This is an optimization exercise on Yosys and OpenROAD, whose aim is small area, not a production implementation.
The RTL was checked by simulation tests, not by an equivalence proof against the original design.
No activity file was given, so power comes from the tool's default toggle rates.

===== flow/config.mk =====
export PLATFORM = sky130hd
export DESIGN_NAME = sq_serial_parser
export DESIGN_NICKNAME = sq_serial_parser
export VERILOG_FILES = /design/flow/design.v
export SDC_FILE = /design/flow/constraint.sdc
export NUM_CORES = 4
export LEC_CHECK = 0
export CAP_MARGIN = 20
export CORE_MARGIN = 2
export CORE_UTILIZATION = 40
export PLACE_DENSITY = 0.6
export SLEW_MARGIN = 20

===== flow/constraint.sdc =====
create_clock -name core_clock -period 5.0 [get_ports {clk}]
set_input_delay 1.0000 -clock core_clock [delete_from_list [all_inputs] [get_ports {clk}]]
set_output_delay 1.0000 -clock core_clock [all_outputs]
set_load 0.01 [all_outputs]

===== flow/design.v =====
module sq_serial_parser (
    input  wire         clk,
    input  wire         rst,
    input  wire         in_valid,
    input  wire [7:0]   in_byte,
    input  wire         role_tx,
    input  wire         store_wr_ok,
    input  wire         store_rd_ok,
    input  wire [15:0]  store_rd_value,
    output reg          echo_valid,
    output reg  [7:0]   echo_byte,
    output reg  [4:0]   fired,
    output wire         store_wr,
    output reg  [9:0]   store_wr_value,
    output wire         store_rd,
    output wire         report_valid,
    output wire [15:0]  report_value,
    output wire         diag_valid,
    output wire [1:0]   diag_info,
    output reg  [15:0]  node_id,
    output reg  [9:0]   tid,
    output reg          tx_armed,
    output reg  [511:0] tx_bitmap
);
    localparam [4:0] C_PLAIN = 5'b10000;
    localparam [4:0] C_DET   = 5'b10001;
    localparam [4:0] C_SID   = 5'b10010;
    localparam [4:0] C_TID   = 5'b10100;
    localparam [4:0] C_ARM   = 5'b11000;
    localparam [4:0] C_RID   = 5'b10011;
    localparam [2:0] P_SID = 3'd0, P_TID = 3'd1, P_ARM = 3'd2, P_RID = 3'd3, P_DET = 3'd4;
    reg  [639:0] cw;           
    reg          det4;           
    reg  [2:0]   pt;             
    reg  [2:0]   pl;             
    reg  [7:0]   cnt;            
    reg          okr;            
    reg  [4:0] hexc;
    always @* begin
        if (in_byte >= 8'h30 && in_byte <= 8'h39)
            hexc = {1'b0, in_byte[3:0]};
        else if ((in_byte >= 8'h41 && in_byte <= 8'h46) ||
                 (in_byte >= 8'h61 && in_byte <= 8'h66))
            hexc = {1'b0, in_byte[3:0] + 4'd9};
        else
            hexc = C_PLAIN;
    end
    wire comma = (in_byte == 8'h2C);
    reg  [4:0] code;
    always @* begin
        code = hexc;
        if (comma && pl == 3'd4) begin
            case (pt)
                P_SID:   code = C_SID;
                P_TID:   code = C_TID;
                P_ARM:   code = C_ARM;
                P_RID:   code = C_RID;
                default: code = C_DET;
            endcase
        end
    end
    reg [2:0] pt_n, pl_n;
    always @* begin
        pt_n = pt;
        pl_n = 3'd0;
        if (in_byte == 8'h23) begin
            pl_n = 3'd1;
        end else begin
            case (pl)
                3'd1: begin
                    pl_n = 3'd2;
                    case (in_byte)
                        "S":     pt_n = P_SID;
                        "T":     pt_n = P_TID;
                        "A":     pt_n = P_ARM;
                        "R":     pt_n = P_RID;
                        "D":     pt_n = P_DET;
                        default: pl_n = 3'd0;
                    endcase
                end
                3'd2: begin
                    case (pt)
                        P_ARM:   pl_n = (in_byte == "R") ? 3'd3 : 3'd0;
                        P_DET:   pl_n = (in_byte == "E") ? 3'd3 : 3'd0;
                        default: pl_n = (in_byte == "I") ? 3'd3 : 3'd0;
                    endcase
                end
                3'd3: begin
                    case (pt)
                        P_ARM:   pl_n = (in_byte == "M") ? 3'd4 : 3'd0;
                        P_DET:   pl_n = (in_byte == "T") ? 3'd4 : 3'd0;
                        default: pl_n = (in_byte == "D") ? 3'd4 : 3'd0;
                    endcase
                end
                default: pl_n = 3'd0;
            endcase
        end
    end
    wire term = (in_byte == 8'h3B);
    wire g1   = |cnt;
    wire g2   = |cnt[7:1];
    wire g4   = |cnt[7:2];
    wire g129 = cnt[7] & cnt[0];
    wire m_sid = term && g4   && (cw[620 +: 5] == C_SID);
    wire m_tid = term && g4   && (cw[620 +: 5] == C_TID);
    wire m_arm = term && g2   && (cw[630 +: 5] == C_ARM);
    wire m_rid = term && g1   && (cw[635 +: 5] == C_RID);
    wire m_det = term && g129 && det4;
    function is_digit;
        input [4:0] c;
        begin
            is_digit = !c[4] && (c[3:0] <= 4'd9);
        end
    endfunction
    wire [4:0] p0 = cw[625 +: 5];
    wire [4:0] p1 = cw[630 +: 5];
    wire [4:0] p2 = cw[635 +: 5];
    wire [9:0] dec_val = (is_digit(p0) && is_digit(p1) && is_digit(p2)) ?
                         p0[3:0] * 10'd100 + p1[3:0] * 10'd10 + p2[3:0] : 10'd0;
    wire       arm_val = (p2 == 5'b00001);
    reg  [511:0] det_val;
    integer k;
    always @* begin
        for (k = 0; k < 64; k = k + 1)
            det_val[8*k +: 8] = (cw[5*(2*k) + 4] || cw[5*(2*k+1) + 4]) ? 8'h00 :
                                {cw[5*(2*k) +: 4], cw[5*(2*k+1) +: 4]};
    end
    assign store_wr     = fired[0];
    assign store_rd     = fired[1];
    assign report_valid = fired[1] & okr;
    assign report_value = node_id;
    assign diag_valid   = (fired[0] | fired[1]) & ~okr;
    assign diag_info    = {fired[0], fired[1]};
    always @(posedge clk) begin
        if (in_valid) begin
            cw   <= {code, cw[639:5]};
            det4 <= (cw[0 +: 5] == C_DET);
        end
    end
    always @(posedge clk) begin
        echo_byte      <= in_byte;
        store_wr_value <= dec_val;
        okr            <= m_sid ? store_wr_ok : store_rd_ok;
    end
    always @(posedge clk) begin
        if (rst) begin
            pt         <= P_SID;
            pl         <= 3'd0;
            cnt        <= 8'd0;
            echo_valid <= 1'b0;
            fired      <= 5'b0;
            node_id    <= 16'hFFFF;
            tid        <= 10'd0;
            tx_armed   <= 1'b0;
            tx_bitmap  <= 512'd0;
        end else begin
            echo_valid <= in_valid;
            fired      <= in_valid ? {m_det, m_arm, m_tid, m_rid, m_sid} : 5'b0;
            if (in_valid) begin
                pt <= pt_n;
                pl <= pl_n;
                if (!g129)
                    cnt <= cnt + 8'd1;
                if (m_sid && store_wr_ok)
                    node_id <= {6'd0, dec_val};
                if (m_rid && store_rd_ok)
                    node_id <= store_rd_value;
                if (m_tid)
                    tid <= dec_val;
                if (m_arm && role_tx)
                    tx_armed <= arm_val;
                if (m_det && role_tx)
                    tx_bitmap <= det_val;
            end
        end
    end
endmodule

===== flow/run.sh =====
#!/bin/bash
# synth_recipe.tcl (not shown) runs the flow's synth.tcl, then flattens the netlist and writes it again
# the make line also repeats each setting of config.mk as NAME=value (left out here)
make -C /OpenROAD-flow-scripts/flow DESIGN_CONFIG=/design/flow/config.mk WORK_HOME=/design/flow/orfs CLKGATE_MAP_FILE= SYNTH_SCRIPT=/design/flow/synth_recipe.tcl finish

==> run summary, run 1 <==
* Seq/Total Area, Yosys at 74.56%
* Max Freq at 278.1 MHz
* Clk root buf: clkbuf_16
* Grt ovf at 0
* WL/cell at 20.14 um
* Fin crit period at 3.596 ns
* Routed Antenna Nets at 0
* Critical path startpoint category: register
* Final setup viols at 0
* P per Cell Area at 402.1 nW/um^2
* Setup TNS at 0 ns
* CTS Buffer Depth at 3
* Clock sinks at 1,219
* Post-Synthesis Cells at 3,349
* DIE WIDTH at 325.5 um
* I/O pins at 615
* Fin area at 52,860 um^2
* Worst Slack Setup Final at 1.404 ns
* HP Class: register to register
* CTS tree: built
* Slew margin rel. at 28.60%
* Status: complete, no violations
* Most common cell after layout, fill and taps aside: edfxtp_1
* Yosys Warn Count at 1
* PortBufs at 614
* Crit-path cells: inv_1, ha_1, ha_1, inv_1, fa_1, inv_1, ha_1, ha_1, a2111o_1, o21ai_0, xnor2_1, or3_1, a21oi_1
* Starting Density at 40.45%
* Syn_area_per_cell at 12.34 um^2
* Worst-Margin Slew at 1.071 ns
* Detail Placement HPWL at 70,060 um
* Routability cong. at 0.8280
* Worst vdd ir at 0.0002939 V
* Worst Setup End Kind: register
* TritonCTS Buffers at 119
* Drt total wl at 108,300 um
* Iteration-0 DRC Markers at 2,114
* Reg clk slew, reported paths at 0.06 ns
* Resized cells post-CTS at 0
* Distinct cells, synth at 61
* Residual DRC at 0
* Crit share post-route at 71.92%
* MaxCap Viol Count at 0
* Post-CTS Repair Setup Buffers at 0
* Standby leakage power at 17.39 nW
* N_diodes at 0
* Largest net degree at the start of global routing at 175
* Final hold viol count at 0
* Post-Synthesis Cell Area at 41,340 um^2
* Crit path max-delay family: adder cells
* Die footprint at 105,900 um^2
* CP max-delay cell: edfxtp_1
* Max incr delay on CP at 0.48 ns
* DP Area at 48,560 um^2
* First-pass GRT wire length at 162,200 um
* Max-slew violation count at 0
* Vias per cell at 5.096
* Nets@finish at 3,971
* Clk_skew at 0.02070 ns
* Worst-Skew Late Latency at 0.71 ns
* Crit Path Category: register to register
* Total design power at 21.25 mW
* Max H-tree Level at 3
* Antenna violations before repair at 1
* WP data required at 5.63 ns
* Dominant synthesized flop cell: edfxtp_1
* CP max FO at 5
* Core ar. at 102,200 um^2
* Most frequent cells in the layout: edfxtp_1 (641), clkdlybuf4s50_1 (612), dfxtp_1 (578)
* Post-synth EDFFs at 641
* Die Y-Extent at 325.5 um
* DR pass1 iterations at 5
* Layout area overhead at 27.88%
* Yosys reg bits at 1,219
* CP bufs+invs at 3
* DP Worst Slack at 1.113 ns
* DR vias at 27,410
* GRT Total Usage at 19.56%
* Hold_buf cts at 0
* CP arrival at 4.22 ns
* Share of layout cells above drive strength 1 at 5.985%
* Core Rows at 117
* Critical path's most frequent cell: ha_1
* RSZ-0062 raised after global routing: no
* Share of synthesized registers carrying an async set or reset at 0%
* Vias in the first global route at 26,590
[final timing paths]
kind                            depth (start not counted)  endpoint  slack (ns)     from
worst max register to register                         13    tid[9]        1.40  cw[626]
worst min register to register                          0   cw[135]        0.43  cw[140]
worst min-delay path                                    0   cw[135]        0.43  cw[140]
worst max-delay path                                   13    tid[9]        1.40  cw[626]
[stage by stage]
stage | hold slack, ns | utilization, % | std cells
after global routing | 0.4456 | 51.73 | 5378
after CTS | 0.4320 | 51.73 | 5378
after detailed placement | 0.4309 | 47.52 | 5150
final | 0.4266 | 51.73 | 5378
after floorplan | 0.4260 | - | 3349
after global placement | 0.4273 | 47.52 | 5150
[report_power, final]
group	total (mW)	switching (mW)	internal (mW)
combinational	0.505	0.372	0.133
clock	9.69	3.90	5.78
sequential	11.1	0.184	10.9
[per-layer routing]
layer  vias up  global-route usage (%)  wire [um]
li1      13050                       -          -
met1     13460                   26.37      47040
met2       759                   31.21      51150
met3       138                   5.080       7811
met4         0                   5.510       2299
met5         -                       0          0
[cell families after synthesis]
| group | synth area share (%) |
|---|---|
| and+or+nand+nor | 13.41 |
| DFF | 74.56 |
| AOI/OAI and AO/OA | 7.546 |
| buffers and inverters | 2.652 |
| adders and majority gates | 1.241 |
| muxes | 0.3390 |
| xor gates and xnor gates | 0.2543 |
[sequential cells by signal, summed over array words and instances, names as in the netlist]
name,cells
det4,1
echo_byte,8
cw,640
tx_bitmap,512
store_wr_value,10
okr,1
node_id,16
fired,5
tid,10
pt,3
tx_armed,1
pl,3
cnt,8
echo_valid,1
[worst register-to-register path: cells and delay by family, from the launching register on]
family          cells  cell delay [ns]
fa+ha+maj           5             1.50
simple gates        1             0.37
buf+inv             3             0.26
xor+xnor            1             0.16
compound gates      3             0.76
flops               1             0.48
[cells in the mapped netlist, types with 3 or more instances]
cell / n / area, um^2
xnor2_1: 6 / 52.55
dfxtp_1: 578 / 11570
nor3b_1: 4 / 30.03
nor2b_1: 12 / 75.07
mux2i_1: 14 / 140.1
nor4b_1: 3 / 26.28
nand3_1: 521 / 2608
xor2_1: 6 / 52.55
clkbuf_1: 121 / 454.2
inv_1: 23 / 86.33
nor3_1: 16 / 80.08
nand2b_1: 3 / 18.77
edfxtp_1: 641 / 19250
a21o_1: 4 / 30.03
a21oi_1: 536 / 2683
ha_1: 33 / 412.9
buf_2: 33 / 165.2
and2_1: 5 / 31.28
or3_1: 4 / 25.02
nor4_1: 5 / 31.28
nand2_1: 533 / 2001
a221o_1: 7 / 70.07
and3_1: 8 / 50.05
nor2_1: 107 / 401.6
a211oi_1: 10 / 75.07
buf_4: 50 / 375.4
o21ai_0: 18 / 90.09
fa_1: 5 / 100.1
nand3b_1: 3 / 22.52
[layout make-up]
type                       count  area [um^2]
clock buffer                 149         3304
inverter                      23        86.33
sequential                  1219        30820
fill                        8982        49320
multi-input combinational   1901         9432
clock inverter                79         1002
timing repair buffer         639         6506
tap                         1368         1712
==> run 2: changes to the inputs <==
--- a/flow/design.v
+++ b/flow/design.v
@@ -122,7 +122,7 @@
     integer k;
     always @* begin
         for (k = 0; k < 64; k = k + 1)
-            det_val[8*k +: 8] = (cw[5*(2*k) + 4] || cw[5*(2*k+1) + 4]) ? 8'h00 :
+            det_val[8*k +: 8] = {8{~cw[5*(2*k) + 4] & ~cw[5*(2*k+1) + 4]}} &
                                 {cw[5*(2*k) +: 4], cw[5*(2*k+1) +: 4]};
     end
     assign store_wr     = fired[0];
@@ -137,6 +137,10 @@
             det4 <= (cw[0 +: 5] == C_DET);
         end
     end
+    wire ld = in_valid & ~rst & m_det & role_tx;
+    wire kp = ~(in_valid & m_det & role_tx) & ~rst;
+    always @(posedge clk)
+        tx_bitmap <= ({512{ld}} & det_val) | ({512{kp}} & tx_bitmap);
     always @(posedge clk) begin
         echo_byte      <= in_byte;
         store_wr_value <= dec_val;
@@ -152,7 +156,6 @@
             node_id    <= 16'hFFFF;
             tid        <= 10'd0;
             tx_armed   <= 1'b0;
-            tx_bitmap  <= 512'd0;
         end else begin
             echo_valid <= in_valid;
             fired      <= in_valid ? {m_det, m_arm, m_tid, m_rid, m_sid} : 5'b0;
@@ -169,8 +172,6 @@
                     tid <= dec_val;
                 if (m_arm && role_tx)
                     tx_armed <= arm_val;
-                if (m_det && role_tx)
-                    tx_bitmap <= det_val;
             end
         end
     end
==> flow/flow/run.sh (new file) <==
#!/bin/bash
set -euo pipefail
bash standard.sh \
  "BUFFER_PORTS_ARGS=-buffer_cell sky130_fd_sc_hd__buf_1" \
  "RECOVER_POWER=100" \
  finish > flow_make.log 2>&1
==> flow/standard.sh (new file) <==
#!/bin/bash
# synth_recipe.tcl (not shown) runs the flow's synth.tcl, then flattens the netlist and writes it again
# the make line also repeats each setting of config.mk as NAME=value (left out here)
make -C /OpenROAD-flow-scripts/flow DESIGN_CONFIG=/design/flow/config.mk WORK_HOME=/design/flow/orfs CLKGATE_MAP_FILE= SYNTH_SCRIPT=/design/flow/synth_recipe.tcl "${@:-finish}"
--- a/flow/config.mk
+++ b/flow/config.mk
@@ -8,5 +8,6 @@
 export CAP_MARGIN = 20
 export CORE_MARGIN = 2
 export CORE_UTILIZATION = 40
+export CTS_BUF_LIST = sky130_fd_sc_hd__clkbuf_4
 export PLACE_DENSITY = 0.6
 export SLEW_MARGIN = 20
removed: flow/run.sh
==> run 2 against run 1 <==
Against the previous run: the layout now fails its checks (max-capacitance violations, max-slew violations); via count is 15% lower; synthesized cell count is 34% lower; combinational power is 13% lower; largest power group unchanged; worst setup slack worse by 0.52 ns; highest routed layer unchanged; count of clock-buffer cells in the layout is 350 higher; clock skew is 0.066 ns higher; flip-flop and latch count stayed put; worst hold slack worse by 0.26 ns; critical path depth is 5 lower.
==> run summary, run 2 <==
* Max Freq at 242.8 MHz
* Critical path startpoint category: input pin
* Worst-Margin Slew at 3.476 ns
* Crit share post-route at 82.36%
* Seq/Total Area, Yosys at 78.81%
* Resized cells post-CTS at 0
* Residual DRC at 0
* Worst Slack Setup Final at 0.8820 ns
* Power Internal at 15.85 mW
* Setup TNS at 0 ns
* I/O pins at 615
* PortBufs at 614
* Starting Density at 40.38%
* Most common cell after layout, fill and taps aside: edfxtp_1
* Multi-input gate area at 7052 um^2
* Net Sw Frac at 21.77%
* Commonest cells in the netlist: edfxtp_1 (641), dfxtp_1 (578), a22o_1 (512)
* Max-slew violation count at 182
* Fin crit period at 4.118 ns
* Yosys reg bits at 1,219
* CTS tree: built
* Core ar. at 96,850 um^2
* Post-Synthesis Cell Area at 39,110 um^2
* Max incr delay on CP at 1.10 ns
* Distinct cells, synth at 65
* Die footprint at 100,300 um^2
* Worst Setup End Kind: register
* Crit Path Category: input pin to register
* Reg clk slew, reported paths at 0.06 ns
* CP max FO at 41
* Gate power share at 2.2%
* Antenna violations before repair at 3
* WP data required at 6.03 ns
* TritonCTS Buffers at 325
* Layout area overhead at 18.70%
* Sequential cell area at 30,820 um^2
* Worst vdd ir at 0.0002089 V
* RSZ-0062 raised after global routing: no
* CTS Buffer Depth at 4
* Psw at 4.410 mW
* MaxCap Viol Count at 3
* CP max-delay cell: a41oi_1
* Core Rows at 114
* SO Faults: max-capacitance violations, max-slew violations
* Routed Antenna Nets at 0
* Largest register FFs at 640
* DR pass1 iterations at 5
* Worst-Skew Late Latency at 1.15 ns
* Dominant synthesized flop cell: edfxtp_1
* Largest reg by FF count: cw
* Yosys Warn Count at 1
* Finished Core Util at 47.93%
* Detail Placement HPWL at 62,280 um
* Final hold viol count at 0
* DR vias at 23,370
* Iteration-0 DRC Markers at 1,604
* Clk root buf: clkbuf_4
* Share of synthesized registers carrying an async set or reset at 0%
* Die Y-Extent at 316.7 um
* Share of layout cells above drive strength 1 at 16.72%
* DIE WIDTH at 316.7 um
* Sequential share of power at 54.6%
* Drt total wl at 93,870 um
* DP Area at 42,800 um^2
* Fin area at 46,420 um^2
* Syn_area_per_cell at 17.67 um^2
* Area leader, netlist: edfxtp_1
* Most frequent cells in the layout: edfxtp_1 (641), buf_1 (586), dfxtp_1 (578)
* Grt ovf at 0
* Standby leakage power at 17.06 nW
* Crit-path cells: dlygate4sd3_1, clkbuf_1, and4bb_1, and3_1, a41oi_1, clkbuf_2, buf_4, a22o_1
* P per Cell Area at 436.4 nW/um^2
* Synth top area cells: edfxtp_1 (49%), dfxtp_1 (30%), a22o_1 (11%), nor3_4 (2.5%), ha_1 (1.1%)
* Slew margin rel. at -131.8%
* Synth top area share at 49.22%
* WL/cell at 20.33 um
* Final setup viols at 0
* Most frequent cell after synthesis: edfxtp_1
* Post-Synthesis Cells at 2,213
* Post-synth EDFFs at 641
* Max H-tree Level at 5
* First-pass GRT wire length at 139,500 um
* Leading registers by flop count: cw: 640 flops, tx_bitmap: 512 flops, node_id: 16 flops
* GRT Total Usage at 18.00%
* Status: failed layout checks
* Largest net degree at the start of global routing at 181
* Clock sinks at 1,219
* DP Worst Slack at 1.227 ns
* Routability cong. at 0.8540
* Nets@finish at 3,157
* CP arrival at 5.15 ns
* Vias per cell at 5.061
* Fill count at 8,503
* Vias in the first global route at 23,850
* Clk_skew at 0.08643 ns
* HP Class: input pin to register
* Clock power frac at 43.2%
[run 2: changes by cell type in the layout (fill, tap and decap cells not counted), moves of 70 or more]
cell,delta
buf_1,+586
nand2_1,-516
clkbuf_16,-122
clkbuf_4,+500
nand3_1,-510
clkdlybuf4s50_1,-612
nor2_1,-70
a22o_1,+512
a21oi_1,-507
[run 2: logic make-up (layout without fill, tap and decap cells)]
family | count (synthesis) | in the layout | share of synthesized area, %
mux | 13 | 13 | 0.3359
flops | 1219 | 1219 | 78.81
simple gates | 213 | 213 | 4.774
xor+xnor | 12 | 12 | 0.2687
buf+inv | 120 | 1239 | 1.526
fa+ha+maj | 38 | 38 | 1.312
other cells | 0 | 10 | 0
compound gates | 598 | 598 | 12.98
[run 2: worst paths after layout]
kind / start / endpoint / slack (ns) / cells after the start
min: in_byte[5] / echo_byte[5] / 0.17 / 1
max reg2reg: cw[625] / tid[9] / 1.45 / 14
max: in_byte[6] / tx_bitmap[221] / 0.88 / 8
min reg2reg: cw[374] / cw[369] / 0.41 / 0
[run 2: per-stage QoR]
stage	total power, mW	instances	hold slack [ns]
finish	20.26	4618	0.1709
CTS	20.59	4608	0.006356
detailed placement	11.75	4028	0.4332
global route	21.15	4616	0.01395
global placement	11.72	4028	0.4299
floorplan	11.46	2213	0.4273
[run 2: worst max-delay path, delay by kind of cell]
family                 cells  cell delay [ns]
AOI/OAI and AO/OA          2             1.31
and+or+nand+nor            2             0.57
buffers and inverters      4             2.20
[run 2: layout make-up]
class	instances	area share (%)
flip-flops and latches	1219	66.39
clock buffers	499	8.070
clock inverters	71	0.9568
well taps	1276	3.439
inverters	22	0.1779
repair buffers	647	5.720
diodes	10	0.05391
multi-input cells	874	15.19
[run 2: power by group through the flow]
stage | Combinational (mW) | Clock (mW) | Sequential, mW
final | 0.440 | 8.75 | 11.1
after global routing | 0.491 | 9.56 | 11.1
after detailed placement | 0.442 | 0 | 11.3
after global placement | 0.425 | 0 | 11.3
after floorplan | 0.232 | 0 | 11.2
after CTS | 0.450 | 9.05 | 11.1
[run 2: repair_timing]
item	in CTS	in global routing
hold endpoints to repair	10	0
setup endpoints to repair	0	0
hold buffers	10	0
buffers inserted	0	0
[run 2: layer usage]
metal  routed length [um]  track usage [%]  part of all wire, %  vias up
met4                 2394            7.955                  2.6        0
li1                     -                -                    -    10700
met1                38570            21.95                   41    11640
met2                45650            28.99                   49      852
met3                 7259            6.200                  7.7      179
met5                    0                0                    0        -
==> run 3: changes to the inputs <==
==> flow/flow/run.sh (replaced) <==
#!/bin/bash
set -euo pipefail
bash standard.sh \
  "BUFFER_PORTS_ARGS=-buffer_cell sky130_fd_sc_hd__buf_1" \
  finish > flow_make.log 2>&1
--- a/flow/config.mk
+++ b/flow/config.mk
@@ -8,6 +8,5 @@
 export CAP_MARGIN = 20
 export CORE_MARGIN = 2
 export CORE_UTILIZATION = 40
-export CTS_BUF_LIST = sky130_fd_sc_hd__clkbuf_4
 export PLACE_DENSITY = 0.6
 export SLEW_MARGIN = 20
==> run 3 against run 2 <==
Against the previous run: area after synthesis unchanged; clock power about the same; the run now finishes clean; via count decreased by 5.5%; total power increased by 0.15%; combinational power about the same.
==> run summary, run 3 <==
* Status: complete, no violations
* Post-Synthesis Cells at 2,213
* Residual DRC at 0
* GR peak layer: met2
* Reg clk slew, reported paths at 0.06 ns
* TritonCTS Buffers at 119
* CP bufs+invs at 3
* Placed Cells at 4,028
* Max H-tree Level at 3
* Worst-Skew Late Latency at 0.70 ns
* Layout area overhead at 19.36%
* Largest net degree at the start of global routing at 181
* Die Y-Extent at 316.7 um
* CP max-delay cell: fa_1
* MaxCap Viol Count at 0
* M1 GR Usage at 22.05%
* Dominant synthesized flop cell: edfxtp_1
* Drt total wl at 91,160 um
* PortBufs at 614
* Synth top area share at 49.22%
* Fin crit period at 3.543 ns
* Post-Synthesis Cell Area at 39,110 um^2
* Met2 Usage GRT at 28.77%
* Grt ovf at 0
* Setup TNS at 0 ns
* Worst Setup End Kind: register
* Core ar. at 96,850 um^2
* CP arrival at 4.15 ns
* Post-CTS Repair Setup Buffers at 0
* Critical path's most frequent cell: ha_1
* Share of synthesized registers carrying an async set or reset at 0%
* Clk root buf: clkbuf_16
* Max incr delay on CP at 0.55 ns
* First-pass GRT wire length at 135,400 um
* Detail Placement HPWL at 62,280 um
* HP Class: register to register
* DR pass1 iterations at 5
* Most frequent cells in the layout: edfxtp_1 (641), buf_1 (612), dfxtp_1 (578)
* Routability cong. at 0.8540
* CTS tree: built
* Worst-Margin Slew at 1.141 ns
* Clk_skew at 0.03590 ns
* Crit share post-route at 70.85%
* DR vias at 22,090
* WP data required at 5.61 ns
* Reg2Reg Depth at 14
* Crit path max-delay family: adder cells
* Vias in the first global route at 22,090
* Starting Density at 40.38%
* Slew margin rel. at 23.95%
* Vias per cell at 5.193
* RSZ-0062 raised after global routing: no
* Crit Path Category: register to register
* Distinct cells, synth at 65
* Hold Path Stages at 0
* Iteration-0 DRC Markers at 1,550
* Final hold viol count at 0
* M3 GR Usage at 5.343%
* P per Cell Area at 434.6 nW/um^2
* Leading registers by flop count: cw: 640 flops, tx_bitmap: 512 flops, node_id: 16 flops
* Core Rows at 114
* WL/cell at 21.43 um
* Clock sinks at 1,219
* Max-slew violation count at 0
* Post-synth EDFFs at 641
* Seq/Total Area, Yosys at 78.81%
* Most frequent cell after synthesis: edfxtp_1
* Crit-path cells: inv_1, ha_1, ha_1, inv_1, fa_1, inv_1, ha_1, ha_1, o21ai_0, nor2_1, a2bb2oi_1, xnor2_1, nand2_1, o31ai_1
* Final setup viols at 0
* Crit path depth at 14
* Largest register FFs at 640
* CP max FO at 7
* Share of layout cells above drive strength 1 at 9.103%
* Hold_ws at 0.4308 ns
* Worst vdd ir at 0.0002669 V
* DIE WIDTH at 316.7 um
* Critical path startpoint category: register
* Largest reg by FF count: cw
* GRT Total Usage at 17.44%
* Post-route non-filler standard cell count at 4,254
* I/O pins at 615
* Routed Antenna Nets at 0
* Yosys Warn Count at 1
* Synth top area cells: edfxtp_1 (49%), dfxtp_1 (30%), a22o_1 (11%), nor3_4 (2.5%), ha_1 (1.1%)
* Yosys reg bits at 1,219
* Standby leakage power at 16.64 nW
* Hold_buf cts at 0
* Fill count at 8,271
* Commonest cells in the netlist: edfxtp_1 (641), dfxtp_1 (578), a22o_1 (512)
* Resized cells post-CTS at 0
* Syn_area_per_cell at 17.67 um^2
* Die footprint at 100,300 um^2
* Most common cell after layout, fill and taps aside: edfxtp_1
* Finished Core Util at 48.20%
* CTS Buffer Depth at 3
* Antenna violations before repair at 1
* Max Freq at 282.3 MHz
* Area leader, netlist: edfxtp_1
* Nets@finish at 2,941
## run 3: changes by cell type in the layout (fill, tap and decap cells not counted), moves of 15 or more
cell	delta
clkbuf_4	-499
clkbuf_16	+121
nor3_1	-54
nor3_4	+53
clkinv_1	-45
buf_1	+26
clkbuf_1	+19
clkbuf_8	+15
## run 3: area by class of cell
class / instances / area [um^2] / share of cell area (%)
multi-input cells: 874 / 7702 / 16.50
inverters: 22 / 82.58 / 0.1769
diodes: 1 / 2.502 / 0.005361
flip-flops and latches: 1219 / 30820 / 66.03
clock inverters: 42 / 467.9 / 1.003
clock buffers: 183 / 3411 / 7.307
repair buffers: 637 / 2595 / 5.559
well taps: 1276 / 1597 / 3.420
## run 3: worst paths after layout
| check | startpoint | end | slack (ns) |
|---|---|---|---|
| worst min-delay path | cw[583] | cw[578] | 0.43 |
| worst min register to register | cw[583] | cw[578] | 0.43 |
| worst max-delay path | cw[625] | tid[9] | 1.46 |
| worst max register to register | cw[625] | tid[9] | 1.46 |
## run 3: cells by family after synthesis
kind of cell             Yosys count  share of synthesized area, %
buffers and inverters            120                         1.526
adder cells (fa/ha/maj)           38                         1.312
flip-flops                      1219                         78.81
AO/OA/AOI/OAI                    598                         12.98
multiplexers                      13                        0.3359
XOR/XNOR                          12                        0.2687
AND/OR/NAND/NOR                  213                         4.774
## run 3: routing by layer
metal  vias up  share of wire, %
met4         0               2.5
met5         -                 0
met2       700                49
met3       144               7.6
met1     11170                41
li1      10080                 -
## run 3: through the flow
step           area, um^2  power (mW)  worst slack, ns
4_1_cts             46670       20.52            1.436
3_5_place_dp        42800       11.75            1.227
2_1_floorplan       39110       11.46            1.875
5_1_grt             46670       20.99            1.174
3_3_place_gp        42800       11.72            1.335
6_report            46680       20.29            1.457
## run 3: where the power goes
| part | internal (mW) | total [mW] | leakage [nW] | switching [mW] |
|---|---|---|---|---|
| clock network | 5.02 | 8.75 | 1.88 | 3.73 |
| logic | 0.121 | 0.439 | 3.82 | 0.318 |
| registers | 10.9 | 11.1 | 10.9 | 0.209 |
| total | 16.0 | 20.3 | 16.6 | 4.26 |
==> run 4: changes to the inputs <==
==> flow/flow/run.sh (replaced) <==
#!/bin/bash
set -euo pipefail
bash standard.sh \
  "BUFFER_PORTS_ARGS=-buffer_cell sky130_fd_sc_hd__buf_1" \
  "CTS_ARGS=-sink_clustering_enable -repair_clock_nets -buf_list sky130_fd_sc_hd__clkbuf_16 -sink_clustering_size 24 -sink_clustering_max_diameter 60 -dont_use_dummy_load" \
  finish > flow_make.log 2>&1
==> run 4 against run 3 <==
Against the previous run: routed wire length down 1.2%; synthesized cell count did not move; first-iteration DRC count increased by 4.5%; total power is 13% lower; die area is the same; clock power decreased by about 30%; critical endpoint unchanged; non-clock buffer count unchanged; final cell count down 3.3%; register-to-register slack barely moved; worst hold slack got worse by 0.020 ns; sequential share of layout area is 2.5 points higher; critical path type unchanged.
==> run summary, run 4 <==
* Post-synth EDFFs at 641
* CP arrival at 4.07 ns
* Total design power at 17.64 mW
* DP Area at 42,800 um^2
* Vias per cell at 5.267
* Max-slew violation count at 0
* CP max-delay cell: edfxtp_1
* Routability cong. at 0.8540
* Post-CTS Repair Setup Buffers at 0
* TritonCTS Buffers at 86
* Distinct cells, synth at 65
* Most common cell after layout, fill and taps aside: edfxtp_1
* Power Internal at 14.03 mW
* Worst-Margin Slew at 1.252 ns
* Worst vdd ir at 0.0002854 V
* Seq/Total Area, Yosys at 78.81%
* Syn_area_per_cell at 17.67 um^2
* Fin crit period at 3.541 ns
* CTS tree: built
* Fill count at 8,408
* HP Class: register to register
* Worst Setup End Kind: register
* Most frequent cell after synthesis: edfxtp_1
* Post-Synthesis Cells at 2,213
* Routed Antenna Nets at 0
* Die footprint at 100,300 um^2
* Max H-tree Level at 3
* PortBufs at 614
* Area leader, netlist: edfxtp_1
* I/O pins at 615
* Clk_skew at 0.06106 ns
* Final setup viols at 0
* RSZ-0062 raised after global routing: no
* Crit-path cells: inv_1, ha_1, ha_1, inv_1, fa_1, inv_1, ha_1, ha_1, o21ai_0, nor2_1, a2bb2oi_1, xnor2_1, nand2_1, o31ai_1
* Starting Density at 40.38%
* Max incr delay on CP at 0.55 ns
* Layout area overhead at 14.93%
* Net Sw Frac at 20.46%
* Crit Path Category: register to register
* Resized cells post-CTS at 0
* Gate power share at 2.5%
* Detail Placement HPWL at 62,280 um
* WL/cell at 21.89 um
* Largest net degree at the start of global routing at 181
* Share of layout cells above drive strength 1 at 6.589%
* Reg clk slew, reported paths at 0.09 ns
* Synth top area cells: edfxtp_1 (49%), dfxtp_1 (30%), a22o_1 (11%), nor3_4 (2.5%), ha_1 (1.1%)
* Vias in the first global route at 21,540
* Leading registers by flop count: cw: 640 flops, tx_bitmap: 512 flops, node_id: 16 flops
* CP max FO at 7
* Core ar. at 96,850 um^2
* Hold_buf cts at 0
* Worst-Skew Late Latency at 0.67 ns
* Dominant synthesized flop cell: edfxtp_1
* Critical path startpoint category: register
* Critical path's most frequent cell: ha_1
* Psw at 3.609 mW
* CTS Buffer Depth at 3
* GRT Total Usage at 17.23%
* WP data required at 5.53 ns
* Crit path max-delay family: adder cells
* Sequential share of power at 62.8%
* MaxCap Viol Count at 0
* Residual DRC at 0
* Fin area at 44,950 um^2
* Grt ovf at 0
* Post-Synthesis Cell Area at 39,110 um^2
* P per Cell Area at 392.4 nW/um^2
* Multi-input gate area at 7702 um^2
* Worst Slack Setup Final at 1.459 ns
* Final hold viol count at 0
* Standby leakage power at 15.82 nW
* Drt total wl at 90,060 um
* First-pass GRT wire length at 133,500 um
* DP Worst Slack at 1.227 ns
* Sequential cell area at 30,820 um^2
* Yosys reg bits at 1,219
* Iteration-0 DRC Markers at 1,620
* Status: complete, no violations
* DR vias at 21,670
* Yosys Warn Count at 1
* Most frequent cells in the layout: edfxtp_1 (641), buf_1 (612), dfxtp_1 (578)
* Largest register FFs at 640
* Setup TNS at 0 ns
* DR pass1 iterations at 5
* N_diodes at 0
* Max Freq at 282.4 MHz
* Clock sinks at 1,219
* Synth top area share at 49.22%
* Clock power frac at 34.7%
* Commonest cells in the netlist: edfxtp_1 (641), dfxtp_1 (578), a22o_1 (512)
* Largest reg by FF count: cw
* Antenna violations before repair at 1
* Die Y-Extent at 316.7 um
* Share of synthesized registers carrying an async set or reset at 0%
* Core Rows at 114
* Slew margin rel. at 16.51%
* Nets@finish at 2,908
* CP bufs+invs at 3
* DIE WIDTH at 316.7 um
* Crit share post-route at 70.82%
* Clk root buf: clkbuf_16
## run 4: cell counts after synthesis
No cell type changed its count.
## run 4: metal layers
layer	global-route usage, %	share of wire (%)	up-vias
met5	0	0	-
met4	5.285	2.6	0
met3	5.167	7.7	140
met2	28.44	49	695
met1	21.84	41	10930
li1	-	-	9901
## run 4: worst paths after layout
check                from      end  slack (ns)  cells past startpoint
setup / recovery  cw[625]   tid[9]        1.46                     14
hold / removal    cw[591]  cw[586]        0.41                      0
setup reg to reg  cw[625]   tid[9]        1.46                     14
hold reg to reg   cw[591]  cw[586]        0.41                      0
## run 4: cells by family (layout without fill, tap and decap cells)
group	Yosys count	count (layout)	share of synthesized area, %
mux	13	13	0.3359
compound gates	598	598	12.98
xor+xnor	12	12	0.2687
flops	1219	1219	78.81
buf+inv	120	745	1.526
fa+ha+maj	38	38	1.312
simple gates	213	213	4.774
## run 4: cell type report
cell class              count  share of cell area, %
repair buffers            637                  5.773
flip-flops and latches   1219                  68.57
multi-input cells         874                  17.14
clock buffers              86                  4.788
well taps                1276                  3.552
inverters                  22                 0.1837
## run 4: stage by stage
stage	std cells	hold WS, ns	util (%)
5_1_grt	4114	0.4233	46.41
6_report	4114	0.4110	46.41
4_1_cts	4114	0.4121	46.41
3_5_place_dp	4028	0.4332	44.19
2_1_floorplan	2213	0.4273	-
3_3_place_gp	4028	0.4299	44.19
## run 4: worst reg2reg max path, stage by stage (launching register included)
cell       delay (ns)
edfxtp_1         0.55
inv_1            0.09
ha_1             0.28
ha_1             0.17
inv_1            0.07
fa_1             0.55
inv_1            0.05
ha_1             0.28
ha_1             0.36
o21ai_0          0.18
nor2_1           0.05
a2bb2oi_1        0.14
xnor2_1          0.31
nand2_1          0.14
o31ai_1          0.25
## run 4: power by group through the flow
stage / logic [mW] / clock network (mW) / registers, mW
after CTS: 0.444 / 6.30 / 11.1
final: 0.438 / 6.11 / 11.1
after detailed placement: 0.442 / 0 / 11.3
after global routing: 0.490 / 6.66 / 11.1
after floorplan: 0.232 / 0 / 11.2
after global placement: 0.425 / 0 / 11.3
==> run 5: changes to the inputs <==
==> flow/flow/run.sh (replaced) <==
#!/bin/bash
set -euo pipefail
bash standard.sh \
  "BUFFER_PORTS_ARGS=-buffer_cell sky130_fd_sc_hd__buf_1" \
  "CTS_ARGS=-sink_clustering_enable -repair_clock_nets -buf_list sky130_fd_sc_hd__clkbuf_16 -sink_clustering_size 30 -sink_clustering_max_diameter 100 -dont_use_dummy_load" \
  finish > flow_make.log 2>&1
==> run 5 against run 4 <==
Against the previous run: routed wire length fell by 0.87%; largest cell class unchanged; critical path type unchanged; clock power down 25%; sequential share of layout area rose by 1.4 points.
==> run summary, run 5 <==
* Status: complete, no violations
* Drt total wl at 89,280 um
* Total design power at 16.10 mW
* CTS Buffer Depth at 3
* Synth top area cells: edfxtp_1 (49%), dfxtp_1 (30%), a22o_1 (11%), nor3_4 (2.5%), ha_1 (1.1%)
* Commonest cells in the netlist: edfxtp_1 (641), dfxtp_1 (578), a22o_1 (512)
* DIE WIDTH at 316.7 um
* Share of layout cells above drive strength 1 at 5.355%
* PortBufs at 614
* Leading registers by flop count: cw: 640 flops, tx_bitmap: 512 flops, node_id: 16 flops
* Worst vdd ir at 0.0002541 V
* DR pass1 iterations at 6
* Routability cong. at 0.8540
* Routed Antenna Nets at 0
* Largest reg by FF count: cw
* Max H-tree Level at 2
* Most common cell after layout, fill and taps aside: edfxtp_1
* Standby leakage power at 15.36 nW
* Crit-path cells: inv_1, ha_1, ha_1, inv_1, fa_1, inv_1, ha_1, ha_1, o21ai_0, nor2_1, a2bb2oi_1, xnor2_1, nand2_1, o31ai_1
* Layout area overhead at 12.57%
* WL/cell at 21.90 um
* Finished Core Util at 45.45%
* Critical path startpoint category: register
* Largest net degree at the start of global routing at 181
* Worst Setup End Kind: register
* Die footprint at 100,300 um^2
* Fin crit period at 3.559 ns
* Yosys reg bits at 1,219
* Crit Path Category: register to register
* Largest register FFs at 640
* WP data required at 5.54 ns
* Clk_skew at 0.09176 ns
* Most frequent cells in the layout: edfxtp_1 (641), buf_1 (612), dfxtp_1 (578)
* Detail Placement HPWL at 62,280 um
* P per Cell Area at 365.8 nW/um^2
* Post-synth EDFFs at 641
* Reg clk slew, reported paths at 0.11 ns
* Die Y-Extent at 316.7 um
* CP max-delay cell: edfxtp_1
* Hold_buf cts at 0
* Vias in the first global route at 21,160
* Post-Synthesis Cells at 2,213
* Final setup viols at 0
* Crit path max-delay family: adder cells
* Worst-Skew Late Latency at 0.66 ns
* Final hold viol count at 0
* Syn_area_per_cell at 17.67 um^2
* First-pass GRT wire length at 132,100 um
* Core ar. at 96,850 um^2
* RSZ-0062 raised after global routing: no
* Setup TNS at 0 ns
* Clk root buf: clkbuf_16
* Post-CTS Repair Setup Buffers at 0
* Max-slew violation count at 0
* Iteration-0 DRC Markers at 1,546
* Resized cells post-CTS at 0
* Residual DRC at 0
* Crit share post-route at 71.19%
* Worst-Margin Slew at 1.084 ns
* Yosys Warn Count at 1
* Starting Density at 40.38%
* Hold_ws at 0.4116 ns
* N_diodes at 0
* Synth top area share at 49.22%
* I/O pins at 615
* Core Rows at 114
* Most frequent cell after synthesis: edfxtp_1
* Slew margin rel. at 27.76%
* CP max FO at 7
* Post-Synthesis Cell Area at 39,110 um^2
* TritonCTS Buffers at 49
* Seq/Total Area, Yosys at 78.81%
* Dominant synthesized flop cell: edfxtp_1
* Antenna violations before repair at 1
* Distinct cells, synth at 65
* Nets@finish at 2,871
* CP arrival at 4.10 ns
* DR vias at 21,500
* GRT Total Usage at 16.97%
* MaxCap Viol Count at 0
* CTS tree: built
* Area leader, netlist: edfxtp_1
* Clock sinks at 1,219
* Grt ovf at 0
* CP bufs+invs at 3
* Max incr delay on CP at 0.56 ns
* Max Freq at 280.9 MHz
* Share of synthesized registers carrying an async set or reset at 0%
* Vias per cell at 5.274
* Critical path's most frequent cell: ha_1
* HP Class: register to register
[run 5: power by group]
part,switching [mW],leakage [nW],total (mW),internal (mW)
Sequential,0.209,10.9,11.1,10.9
Clock,2.82,0.604,4.59,1.77
Combinational,0.318,3.82,0.439,0.121
[run 5: path summary, 6_finish.rpt]
path,cells past startpoint,startpoint,slack (ns),endpoint
worst max register to register,14,cw[625],1.44,tid[9]
worst max-delay path,14,cw[625],1.44,tid[9]
worst min register to register,0,cw[565],0.41,cw[560]
worst min-delay path,0,cw[565],0.41,cw[560]
[run 5: routing by layer]
metal  up-vias  GRT usage (%)  wire length (um)
met1     10930          21.99             37320
met5         -              0                 0
met2       643          28.23             43410
met4         0          5.221              2327
met3       111          4.088              6224
li1       9819              -                 -
[run 5: final cells by class]
class	count	area, um^2
inverter	22	82.58
timing repair buffer	637	2595
sequential	1219	30820
tap	1276	1597
multi-input combinational	874	7702
clock buffer	49	1226
fill	8503	52830
[run 5: cells by family after synthesis]
kind of cell               share of synthesized area [%]
adders and majority gates                          1.312
buffers and inverters                              1.526
muxes                                             0.3359
DFF                                                78.81
and+or+nand+nor                                    4.774
xor gates and xnor gates                          0.2687
AOI/OAI and AO/OA                                  12.98
[run 5: through the flow]
| step | cells | setup WS [ns] | area, um^2 |
|---|---|---|---|
| 2_1_floorplan | 2213 | 1.875 | 39110 |
| 3_3_place_gp | 4028 | 1.335 | 42800 |
| 3_5_place_dp | 4028 | 1.227 | 42800 |
| 4_1_cts | 4077 | 1.426 | 44020 |
| 5_1_grt | 4077 | 1.172 | 44020 |
| 6_report | 4077 | 1.441 | 44020 |
==> run 6: changes to the inputs <==
==> flow/flow/run.sh (replaced) <==
#!/bin/bash
set -euo pipefail
ARGS=(
  "REMOVE_ABC_BUFFERS=1"
  "BUFFER_PORTS_ARGS=-buffer_cell sky130_fd_sc_hd__buf_1"
  "CTS_ARGS=-sink_clustering_enable -repair_clock_nets -buf_list sky130_fd_sc_hd__clkbuf_16 -sink_clustering_size 30 -sink_clustering_max_diameter 100 -dont_use_dummy_load"
)
RES=orfs/results/sky130hd/sq_serial_parser/base
bash standard.sh "${ARGS[@]}" synth > flow_synth.log 2>&1
python3 flow/downsize.py $RES/1_2_yosys.v \
  "$FLOW_HOME/platforms/sky130hd/lib/sky130_fd_sc_hd__tt_025C_1v80.lib" > flow_downsize.log 2>&1
touch $RES/1_2_yosys.v
bash standard.sh "${ARGS[@]}" finish > flow_make.log 2>&1
==> flow/flow/downsize.py (new file) <==
#!/usr/bin/env python3
"""Downsize the logic gates of a synthesised netlist in place.

Every combinational gate that the synthesis mapped to a stronger drive
(sky130_fd_sc_hd__<gate>_2/_4/...) is swapped for the weakest drive of the
same gate (same function, same pins). Buffers, inverters and sequential
cells are left alone. The layout's repair steps size up again where the
slew, capacitance or timing limits need it.

usage: downsize.py NETLIST LIBERTY
"""
import re
import sys

netlist, liberty = sys.argv[1], sys.argv[2]

cells = set()
for line in open(liberty):
    m = re.match(r'\s*cell\s*\(\s*"?(sky130_fd_sc_hd__\w+?)"?\s*\)', line)
    if m:
        cells.add(m.group(1))

keep = re.compile(r'sky130_fd_sc_hd__(buf|clkbuf|inv|clkinv|bufinv|dfxtp|edfxtp|dfxbp|'
                  r'dfrtp|dfstp|sdf|dl|conb|fa|ha|maj3|xor|xnor|mux)')

text = open(netlist).read()
counts = {}


def swap(m):
    name, base, size = m.group(0), m.group(1), m.group(2)
    if keep.match(name) or size in ('0', '1'):
        return name
    for small in ('1', '0'):
        cand = f'{base}_{small}'
        if cand in cells:
            counts[name] = counts.get(name, 0) + 1
            return cand
    return name


text = re.sub(r'\b(sky130_fd_sc_hd__[a-z0-9]+)_(\d+)\b(?=\s+[\\\w])', swap, text)
open(netlist, 'w').write(text)
for k, v in sorted(counts.items()):
    print(f'{v:5d} {k}')
==> run 6 against run 5 <==
Against the previous run: die area fell by 1.9%; cell area fell by 1.6%; sequential power barely moved; synthesized cell count did not move; area after synthesis fell by 2.0%; flip-flop and latch count did not move; core utilization rose by 0.15 points; clock skew fell by 0.0059 ns; sequential share of layout area rose by 1.1 points; highest routed layer unchanged; critical endpoint is now node_id[8]; count of clock-buffer cells in the layout did not move.
==> run summary, run 6 <==
* Largest reg by FF count: cw
* N_diodes at 0
* Crit share post-route at 70.00%
* Share of layout cells above drive strength 1 at 3.025%
* DP Worst Slack at 0.9601 ns
* Vias per cell at 5.237
* Crit path launch: cw[631]
* Drt total wl at 87,320 um
* Fill count at 8,391
* Total design power at 16.07 mW
* CP max FO at 6
* Hold_ws at 0.3820 ns
* Clock sinks at 1,219
* Hold Path Stages at 0
* Starting Density at 40.35%
* Die footprint at 98,350 um^2
* Post-route non-filler standard cell count at 4,075
* Standby leakage power at 15.15 nW
* Most common cell after layout, fill and taps aside: edfxtp_1
* DR pass1 iterations at 5
* DR vias at 21,340
* Largest net degree at the start of global routing at 191
* Slew margin rel. at 27.52%
* RSZ-0062 raised after global routing: no
* Grt ovf at 0
* I/O pins at 615
* First-pass GRT wire length at 130,600 um
* Leading registers by flop count: cw: 640 flops, tx_bitmap: 512 flops, node_id: 16 flops
* Hold Path Origin: cw[466]
* Post-CTS Repair Setup Buffers at 0
* Max-slew violation count at 0
* Most frequent cells in the layout: edfxtp_1 (641), buf_1 (612), dfxtp_1 (578)
* Critical R2R Capture: node_id[8]
* WL/cell at 21.43 um
* Yosys Warn Count at 1
* Reg clk slew, reported paths at 0.11 ns
* Worst vdd ir at 0.0002453 V
* WP data required at 5.51 ns
* Multi-input gate area at 6943 um^2
* Max Freq at 285.7 MHz
* Finished Core Util at 45.60%
* P per Cell Area at 370.9 nW/um^2
* Fin crit period at 3.500 ns
* Die Y-Extent at 313.6 um
* CTS tree: built
* MaxCap Viol Count at 0
* Nets@finish at 2,880
* GRT Total Usage at 16.93%
* Routability cong. at 0.8429
* Routed Antenna Nets at 0
* Hold_buf cts at 0
* Sequential cell area at 30,820 um^2
* Critical path startpoint category: register
* Worst reg2reg startpoint: cw[631]
* Resized cells post-CTS at 0
* Crit Path Category: register to register
* Final setup viols at 0
* Placed Cells at 4,025
* Residual DRC at 0
* Layout area overhead at 13.00%
* Syn_area_per_cell at 17.33 um^2
* PortBufs at 614
* Core ar. at 95,010 um^2
* Worst Setup End Kind: register
* Core Rows at 113
* DP Area at 42,070 um^2
* Max H-tree Level at 2
* Fin area at 43,320 um^2
* Status: complete, no violations
* CP arrival at 4.01 ns
* Clk root buf: clkbuf_16
* Post-Synthesis Cells at 2,213
* Worst-Margin Slew at 1.087 ns
* Final hold viol count at 0
* Reg2Reg Depth at 12
* Hold Path Sink: cw[461]
* Detail Placement HPWL at 59,810 um
* Worst-Skew Late Latency at 0.67 ns
* Setup TNS at 0 ns
* TritonCTS Buffers at 49
* Clk_skew at 0.08590 ns
* Iteration-0 DRC Markers at 1,937
* HP Class: register to register
* Worst Slack Setup Final at 1.500 ns
* Antenna violations before repair at 4
* CTS Buffer Depth at 3
* Largest register FFs at 640
* R2R setup slack at 1.50 ns
* Vias in the first global route at 21,060
* Post-Synthesis Cell Area at 38,340 um^2
* DIE WIDTH at 313.6 um
## run 6: layout make-up
class	instances	area share [%]
inverter	22	0.1906
clock buffer	49	2.830
timing repair buffer	646	6.163
sequential	1219	71.14
multi-input combinational	874	16.03
tap	1265	3.653
## run 6: how the worst max path moves through the flow
| stage | end | depth (start not counted) | slack (ns) |
|---|---|---|---|
| 6_report | node_id[8] | 12 | 1.50 |
| 5_1_grt | tid[9] | 14 | 1.23 |
| 4_1_cts | tid[9] | 14 | 1.48 |
| 3_5_place_dp | tx_bitmap[122] | 7 | 0.96 |
| 3_3_place_gp | tx_bitmap[120] | 7 | 1.07 |
| 2_1_floorplan | tx_bitmap[0] | 2 | -17.71 |
## run 6: power by group
group	total, mW	internal [mW]	switching, mW
Clock	4.58	1.76	2.81
Combinational	0.436	0.122	0.314
Sequential	11.1	10.9	0.186
Total	16.1	12.8	3.31
## run 6: routing by layer
metal	GRT usage (%)	vias up	routed length, um
li1	-	9804	-
met1	22.24	10760	37140
met2	27.45	675	41120
met3	4.882	105	6967
met4	4.698	0	2092
met5	0	-	0
## run 6: critical path, stage by stage, from the launching register on
cell      delay, ns
edfxtp_1       0.52
ha_1           0.34
ha_1           0.21
fa_1           0.41
xor2_1         0.17
ha_1           0.29
ha_1           0.36
o21ai_0        0.15
o21bai_1       0.19
mux2i_1        0.11
o31a_1         0.35
a211oi_1       0.21
o21ai_1        0.08
==> run 7: changes to the inputs <==
--- a/flow/flow/run.sh
+++ b/flow/flow/run.sh
@@ -1,7 +1,6 @@
 #!/bin/bash
 set -euo pipefail
 ARGS=(
-  "REMOVE_ABC_BUFFERS=1"
   "BUFFER_PORTS_ARGS=-buffer_cell sky130_fd_sc_hd__buf_1"
   "CTS_ARGS=-sink_clustering_enable -repair_clock_nets -buf_list sky130_fd_sc_hd__clkbuf_16 -sink_clustering_size 30 -sink_clustering_max_diameter 100 -dont_use_dummy_load"
 )
==> run 7 against run 6 <==
Against the previous run: critical path type unchanged; still clean; critical path depth is the same; total power is essentially flat; routed wire length grew 0.55%; synthesized cell count is the same.
==> run summary, run 7 <==
* Status: complete, no violations
* DR pass1 iterations at 5
* Critical path startpoint category: register
* Max Freq at 284.1 MHz
* Layout area overhead at 13.04%
* Largest register FFs at 640
* Iteration-0 DRC Markers at 1,657
* Most common cell after layout, fill and taps aside: edfxtp_1
* Standby leakage power at 15.17 nW
* CTS Buffer Depth at 3
* Worst-Skew Late Latency at 0.67 ns
* Worst-Margin Slew at 0.9828 ns
* Share of layout cells above drive strength 1 at 3.129%
* Max-slew violation count at 0
* Nets@finish at 2,882
* Final hold viol count at 0
* Vias per cell at 5.229
* Setup TNS at 0 ns
* Core ar. at 95,010 um^2
* Worst Setup End Kind: register
* Post-CTS Repair Setup Buffers at 0
* MaxCap Viol Count at 0
* Antenna violations before repair at 0
* RSZ-0062 raised after global routing: no
* Post-Synthesis Cell Area at 38,340 um^2
* Largest net degree at the start of global routing at 155
* GRT Total Usage at 17.05%
* WL/cell at 21.54 um
* Routability cong. at 0.8158
* Hold_buf cts at 0
* PortBufs at 614
* First-pass GRT wire length at 131,200 um
* Resized cells post-CTS at 0
* Worst vdd ir at 0.0002677 V
* Crit share post-route at 70.39%
* Hold Path Stages at 0
* Die footprint at 98,350 um^2
* Largest reg by FF count: cw
* Max H-tree Level at 2
* Routed Antenna Nets at 0
* Detail Placement HPWL at 60,690 um
* Slew margin rel. at 33.97%
* Reg2Reg Depth at 12
* I/O pins at 615
* Leading registers by flop count: cw: 640 flops, tx_bitmap: 512 flops, node_id: 16 flops
* N_diodes at 0
* Clk root buf: clkbuf_16
* WP data required at 5.49 ns
* Post-Synthesis Cells at 2,213
* Clock sinks at 1,219
* Final setup viols at 0
* Core Rows at 113
* Die Y-Extent at 313.6 um
* Clk_skew at 0.09231 ns
* CP arrival at 4.01 ns
* P per Cell Area at 370.7 nW/um^2
* Yosys Warn Count at 1
* Starting Density at 40.35%
* Most frequent cells in the layout: edfxtp_1 (641), buf_1 (612), dfxtp_1 (578)
* CP max FO at 7
* Fin crit period at 3.520 ns
* Total design power at 16.07 mW
* DIE WIDTH at 313.6 um
* CTS tree: built
* DR vias at 21,320
* Grt ovf at 0
* HP Class: register to register
* Drt total wl at 87,800 um
* Syn_area_per_cell at 17.33 um^2
* Vias in the first global route at 21,050
* Crit Path Category: register to register
* Reg clk slew, reported paths at 0.11 ns
* Residual DRC at 0
* TritonCTS Buffers at 49
## run 7: power breakdown
part | internal, mW | switching, mW | total, mW
combinational | 0.117 | 0.306 | 0.424
clock | 1.77 | 2.82 | 4.59
sequential | 10.9 | 0.184 | 11.1
## run 7: path summary, 6_finish.rpt
check,start,endpoint,slack (ns)
setup / recovery,cw[633],node_id[8],1.48
hold reg to reg,cw[321],cw[316],0.40
hold / removal,cw[321],cw[316],0.40
setup reg to reg,cw[633],node_id[8],1.48
## run 7: area by class of cell
type / instances / area, um^2
well taps: 1265 / 1583
clock buffers: 49 / 1226
inverters: 22 / 82.58
multi-input cells: 874 / 6948
flip-flops and latches: 1219 / 30820
fillers: 8442 / 51670
repair buffers: 648 / 2681
## run 7: per-stage QoR
| stage | hold WS (ns) | utilization (%) | setup slack (ns) | std cells | cell area, um^2 |
|---|---|---|---|---|---|
| after detailed placement | 0.4324 | 44.32 | 1.218 | 4028 | 42110 |
| final | 0.4029 | 45.62 | 1.480 | 4077 | 43340 |
| after CTS | 0.4134 | 45.61 | 1.449 | 4077 | 43340 |
| after floorplan | 0.4273 | - | 1.875 | 2213 | 38340 |
| after global routing | 0.4135 | 45.62 | 1.216 | 4077 | 43340 |
| after global placement | 0.4306 | 44.32 | 1.287 | 4028 | 42110 |
## run 7: critical path, stage by stage (launching register included)
cell and delay (ns):
edfxtp_1 0.54, ha_1 0.33, ha_1 0.22, fa_1 0.41
xor2_1 0.17, ha_1 0.29, ha_1 0.35, o21ai_0 0.13
o21bai_1 0.19, mux2i_1 0.10, o31a_1 0.36, a211oi_1 0.20
o21ai_1 0.09
## run 7: routing by layer
layer	wire, um	part of all wire, %	vias to the layer above	global-route usage [%]
li1	-	-	9797	-
met1	36930	42	10760	22.36
met2	41120	47	661	27.50
met3	7593	8.6	100	5.113
met4	2155	2.5	0	4.828
met5	0	0	-	0

[re-timing with driven ports]
Ports are ideal in the flow. The routed layouts listed here were re-timed in OpenROAD. Step 1: set_driving_cell puts a clkbuf_16 on clk and a buf_2 on each other input, an assumption about the parent block. Step 2 moves the port delays by t, midway between the first and last clock arrival at a register: inputs arrive t later, outputs are due t later. That takes back most of the time a late clock gives input paths. Slacks: no drivers / after step 1 / after step 2; pairs: no drivers / after step 1.
| run | shift t [ns] | setup WS [ns] | hold WS [ns] | pins driven straight from the clock port |
|---|---|---|---|---|
| run 1 | 0.767 | 1.404 / 1.404 / 0.954 | 0.427 / 0.427 / 0.427 | 1 |
| run 2 | 1.169 | 0.882 / 0.931 / -0.238 | 0.171 / 0.125 / 0.410 | 1 |
| run 3 | 0.746 | 1.457 / 1.457 / 1.233 | 0.431 / 0.431 / 0.431 | 1 |
| run 4 | 0.699 | 1.459 / 1.459 / 1.186 | 0.411 / 0.411 / 0.411 | 1 |
| run 5 | 0.679 | 1.441 / 1.441 / 1.225 | 0.412 / 0.412 / 0.412 | 1 |
| run 6 | 0.689 | 1.500 / 1.500 / 0.994 | 0.382 / 0.382 / 0.382 | 1 |
| run 7 | 0.693 | 1.480 / 1.480 / 1.199 | 0.403 / 0.403 / 0.403 | 1 |
For run 2, which loses most, drivers alone change the setup slack by +0.049 ns; drivers and shift together by -1.120 ns.
